This design comes from an exercise in tuning for small area, a short achievable clock period and few clock cycles on the open sky130 flow, not from production work. Where RTL was checked, it was by simulation tests only, not by an equivalence proof against the original. Power is estimated from default activity; no workload was simulated.

## vrrp_codec
module vrrp_codec (
    input  wire        clk,
    input  wire        rst,
    input  wire        host_valid,
    input  wire        host_we,
    input  wire [4:0]  host_addr,
    input  wire [31:0] host_wdata,
    output reg  [31:0] host_rdata,
    output wire        busy,
    output reg         pb_en,
    output reg         pb_we,
    output reg  [3:0]  pb_be,
    output reg  [9:0]  pb_addr,
    output reg  [31:0] pb_wdata,
    input  wire [31:0] pb_rdata,
    output reg         at_en,
    output reg         at_we,
    output reg  [9:0]  at_addr,
    output wire [31:0] at_wdata,
    input  wire [31:0] at_rdata
);
    localparam [4:0] A_CMD    = 5'd0,
                     A_IPVER  = 5'd3,
                     A_PLEN   = 5'd4,
                     A_VER    = 5'd8,
                     A_TYPE   = 5'd9,
                     A_VRID   = 5'd10,
                     A_PRIO   = 5'd11,
                     A_COUNT  = 5'd12,
                     A_ADVINT = 5'd13,
                     A_CKSUM  = 5'd14;
  ...
Size in the first run: about 2500 cells after synthesis, ~470 flip-flops, ~230 I/O pins, ~0.027 mm^2 of cells after synthesis.
==> flow/config.mk <==
export PLATFORM = sky130hd
export DESIGN_NAME = vrrp_codec
export DESIGN_NICKNAME = vrrp_codec
export VERILOG_FILES = /design/flow/design.v
export SDC_FILE = /design/flow/constraint.sdc
export NUM_CORES = 4
export LEC_CHECK = 0
export CAP_MARGIN = 20
export CORE_MARGIN = 2
export CORE_UTILIZATION = 55
export PLACE_DENSITY = 0.7
export SETUP_SLACK_MARGIN = 4
export SLEW_MARGIN = 20
==> flow/constraint.sdc <==
create_clock -name core_clock -period 10.0 [get_ports {clk}]
set_input_delay 2.0000 -clock core_clock [delete_from_list [all_inputs] [get_ports {clk}]]
set_output_delay 2.0000 -clock core_clock [all_outputs]
set_load 0.01 [all_outputs]
standard.sh (not shown) runs the stock make flow with config.mk's settings and CLKGATE_MAP_FILE= SYNTH_SCRIPT=/design/flow/synth_recipe.tcl, a recipe that flattens the netlist after the stock synthesis.
==> flow/flow/run.sh <==
#!/bin/bash
# The standard layout (standard.sh: the standard flow's own ORFS flow, unchanged
# synthesis) with two changes: the ports are buffered with the smallest
# plain buffer (buf_1) instead of the default delay-cell buffers, and the
# clock tree uses larger sink clusters and no dummy loads. ORFS writes each
# step's full log under orfs/logs/; make's own output goes to standard.log.
set -o pipefail
export BUFFER_PORTS_ARGS="-buffer_cell sky130_fd_sc_hd__buf_1"
export CTS_ARGS="-sink_clustering_enable -repair_clock_nets -sink_clustering_size 22 -sink_clustering_max_diameter 100 -dont_use_dummy_load"
bash standard.sh > standard.log 2>&1
Testbench counts at the start, summed over its fixed seeds: cycles 22,758.
Next try:
--- a/flow/design.v
+++ b/flow/design.v
@@ -105,13 +105,13 @@
     assign ck_word[23:16] = (part && tail == 2'd1) ? pb_rdata[31:24] : pb_rdata[23:16];
     assign ck_word[15:8]  = part ? 8'h00 : pb_rdata[15:8];
     assign ck_word[7:0]   = part ? ((tail == 2'd3) ? pb_rdata[15:8] : 8'h00) : pb_rdata[7:0];
     wire [31:0] d_word  = (state == S_CK) ? (dv ? ck_word : 32'h0)
                                           : (pb_we ? pb_wdata : 32'h0);
     wire        ph_on   = (idx[10:4] == 7'd0 && idx[3:0] <= 4'd8);
-    wire [31:0] ph_word = ph_on ? host_rdata : 32'h0;
+    wire [31:0] ph_word = ph_on ? r_ph[idx[3:0]] : 32'h0;
     wire [15:0] x1 = d_word[31:16], x2 = d_word[15:0];
     wire [15:0] x3 = ph_word[31:16], x4 = ph_word[15:0];
     wire [15:0] s1 = acc_s ^ acc_c ^ x1;
     wire [15:0] c1 = (acc_s & acc_c) | (acc_s & x1) | (acc_c & x1);
     wire [15:0] s2 = x2 ^ x3 ^ x4;
     wire [15:0] c2 = (x2 & x3) | (x2 & x4) | (x3 & x4);
@@ -122,13 +122,13 @@
     wire [15:0] c3r = {c3[14:0], c3[15]};
     wire [15:0] s_next = s3 ^ c3r ^ c2r;
     wire [15:0] c4 = (s3 & c3r) | (s3 & c2r) | (c3r & c2r);
     wire [15:0] c_next = {c4[14:0], c4[15]};
     wire [16:0] fold1 = {1'b0, acc_s} + {1'b0, acc_c};
     wire [15:0] fold2 = fold1[15:0] + {15'b0, fold1[16]};
-    wire [4:0] rd_sel = busy ? {1'b1, idx[3:0]} : host_addr;
+    wire [4:0] rd_sel = host_addr;
     always @(*) begin
         case (rd_sel)
             5'd0:     host_rdata = r_cmd;
             5'd1:     host_rdata = {27'b0, r_ckok, 1'b0, r_err};
             5'd2:     host_rdata = {16'b0, r_result};
             A_IPVER:  host_rdata = {24'b0, r_ipver};
Effect: Clock-buffer cell count is higher by 1. Non-clock buffer count is lower by 51. Total power is lower by 15%. Sequential cell count does not change. Register-to-register slack gets better by 470 ps. Routed wire length is higher by 9.3%. Global-route usage is higher by 1.4 points.
Function not checked in the second run of this note: the RTL went through the layout flow alone.

[port drivers added, routing unchanged]
The results above use ideal ports. As a check the final layouts listed here were re-extracted and re-timed, cells and wires unchanged. Step 1 sets driving cells, clkbuf_16 on the clock port and buf_2 on the other inputs (assumed; they add their load-dependent delay and slew). Step 2 also shifts input and output timing later by t, the mid clock arrival at the registers, as if the neighbouring blocks saw the same clock. Slacks: ideal ports / drivers / drivers and shift; pairs: ideal ports / drivers.
run | t (ns) | slack for setup (ns) | slew at the worst register clock pin (ns) | pins driven straight from the clock port
the first run | 0.632 | 3.946 / 3.868 / 3.448 | 0.09 / 0.09 | 1
the second run | 0.656 | 3.944 / 3.922 / 3.606 | 0.09 / 0.09 | 1
After both steps every run listed still meets setup and hold. For the first run, which loses most, drivers alone change the setup slack by -0.078 ns; drivers and shift together by -0.498 ns.
